From an optimization exercise on the open Yosys and OpenROAD flow, aimed at a short achievable clock period; shortcuts taken in it are not production practice.
In this exercise RTL edits were held to simulation tests only and were not proved equivalent to the original.
Power figures rest on the tool's default switching activity, not on a simulated workload.

run 1:
// rd_dds
module rd_dds (
  input  wire        clk,
  input  wire        rst,           
  input  wire [31:0] cmd,
  input  wire        cmd_valid,
  output wire        cmd_ready,
  input  wire        tick,
  input  wire        dial_active,
  input  wire        pulse,
  input  wire        db_release,
  input  wire        sf_inhibit,
  input  wire [1:0]  map_policy,
  output wire [7:0]  sample,
  output wire        out_en,
  output wire        busy,
  output wire [4:0]  digit,
  output wire        digit_valid,
  output wire        sf_arm,
  output wire        sf_cancel
);
Size in the first run: ~6200 cells after synthesis.
Settings: LEC_CHECK=0, ABC_CLOCK_PERIOD_IN_PS=1500, CAP_MARGIN=20, CORE_MARGIN=2, CORE_UTILIZATION=30, PLACE_DENSITY=0.5, SETUP_SLACK_MARGIN=4.6, SLEW_MARGIN=20; clock period 7.0 ns.
run.sh (not shown) runs the stock make flow with config.mk's settings and CLKGATE_MAP_FILE= SYNTH_SCRIPT=/design/flow/synth_recipe.tcl, a recipe that flattens the netlist after the stock synthesis.
Run 1 | status: complete | timing, DRC, antenna: pass
[inputs] run 2 vs run 1
Settings: CORE_UTILIZATION: 30 -> 35; PLACE_DENSITY: 0.5 -> 0.55; SETUP_SLACK_MARGIN: 4.6 -> 4.5.
Results
- Diff run 1 -> run 2 | instance count after placement with tap cells included | down by a few percent
- | synthesized cell count | run 1 vs run 2 | ≈ equal |
- When run 2 is measured against run 1, its worst endpoint data arrival time turns out 0.06 ns lower.
- Clock tree buffer count of the final layout: run 2 vs run 1 up 8.7%
- In run 2 the fraction of the core area covered by cells at the end of the flow turned out 3.4 points higher than in run 1.
Here is what was changed in the inputs of run 3 compared with run 2.
Settings: PLACE_DENSITY now 0.72, was 0.55; CORE_UTILIZATION now 55, was 35; SETUP_SLACK_MARGIN now 4.6, was 4.5.
### Flow results
Per the comparison of run 3 with run 2, wire length on met3 rose by 9100 um, number of standard cells after synthesis stayed essentially flat.
| cell area | run 3 vs run 2 | 1900 um^2 higher |
Looking at run 2 and run 3, the hold slack is a wash.
Wire length | run 3 below run 2
Any difference in combinational cell fraction of total power between run 2 and run 3 is small enough to ignore.
Taking run 2 as the reference, in run 3 count of non-CTS buffers in the layout increased about 30%, final cell count decreased by 634 relative to the old numbers, combinational power neither gained nor lost much, peak supply drop -8.1%.
### run 3 -> run 4
Settings: PLACE_DENSITY: 0.72 -> 0.65; SETUP_SLACK_MARGIN: 4.6 -> 4.5; CORE_UTILIZATION: 55 -> 45.
==> results.txt <==
Re area after synthesis: no difference whatsoever between run 3 and run 4.
Going from run 3 to run 4, non-clock buffer count shrank by more than a quarter.
Compared with run 3, run 4 improves register-to-register setup slack.
Summary of the comparison: power is lower in run 4, relative to run 3.
Re buffering overhead: run 3 was higher than run 4.
A start-to-end type of the worst setup path of input pin to register is what run 4 shows, while register to register belongs to run 3.
Run 4 vs run 3 on internal power: run 4 is the lower one.
Run 4 vs run 3 on fraction of power consumed by the clock network: run 4 is the lower one.
Leakage power total: run 3 and run 4 compared, lower one is run 4

---

== S ==
rd_dds, a different RTL version from the one above (not shown whole).
Size in the first run: about 2200 cells after synthesis, about 290 flip-flops, ~61 I/O pins, about 19000 µm² of cells after synthesis.
Design rd_dds, start of the top module:
module rd_dds (
  input  wire        clk,
  input  wire        rst,           
  input  wire [31:0] cmd,
  input  wire        cmd_valid,
  output wire        cmd_ready,
  input  wire        tick,
  input  wire        dial_active,
  input  wire        pulse,
  input  wire        db_release,
  input  wire        sf_inhibit,
  input  wire [1:0]  map_policy,
  output wire [7:0]  sample,
  output wire        out_en,
  output wire        busy,
  output wire [4:0]  digit,
  output wire        digit_valid,
  output wire        sf_arm,
  output wire        sf_cancel
);
clock: 7.0 ns
lec_check: 0
cap_margin: 20
core_margin: 2
core_utilization: 40
place_density: 0.6
slew_margin: 20
No stage failed in S, and the final checks on the layout all came back clean.
Relative to S, the following input files were edited for T:
Settings: setting SETUP_SLACK_MARGIN to 5 for the first time; setting ABC_CLOCK_PERIOD_IN_PS to 1500 for the first time.
Findings:
Clock tree buffer count of the final layout in T is 3 lower than in S
Per the comparison of T with S, worst setup slack grew by 1780 ps; critical path depth shrank by 1.
Per the comparison of T with S, switching share of total power grew by 1.4 points; proportion of synthesized area in mux cells held; antenna cell count moved down; total non-filler cell area in the finished layout went up.

==> afterwards: timing with drivers on the ports <==
Ports are ideal in the flow. The routed layouts listed here were re-timed in OpenROAD. Step 1, drivers: a clkbuf_16 drives clk and a buf_2 each remaining input, both assumed. Step 2 also shifts input and output timing later by t, the mid clock arrival at the registers, as if the neighbouring blocks saw the same clock. Slacks: no drivers / after step 1 / after step 2; pairs: no drivers / after step 1.
| run | t, ns | slack for setup (ns) | worst data-port slew with drivers (ns) |
|---|---|---|---|
| run 1 | 0.806 | 4.342 / 4.252 / 3.624 | 0.16 |
| run 2 | 0.792 | 4.396 / 4.307 / 3.641 | 0.15 |
| run 3 | 0.744 | 4.276 / 4.276 / 3.678 | 0.10 |
| run 4 | 0.755 | 4.376 / 4.374 / 3.632 | 0.09 |
| S | 0.612 | 1.273 / 1.238 / 0.626 | 0.09 |
| T | 0.613 | 3.048 / 2.976 / 2.363 | 0.27 |
After both steps setup and hold are still met in every run listed. The setup slack of run 2, which loses most, moves by -0.089 ns with the drivers and by -0.755 ns with both steps.
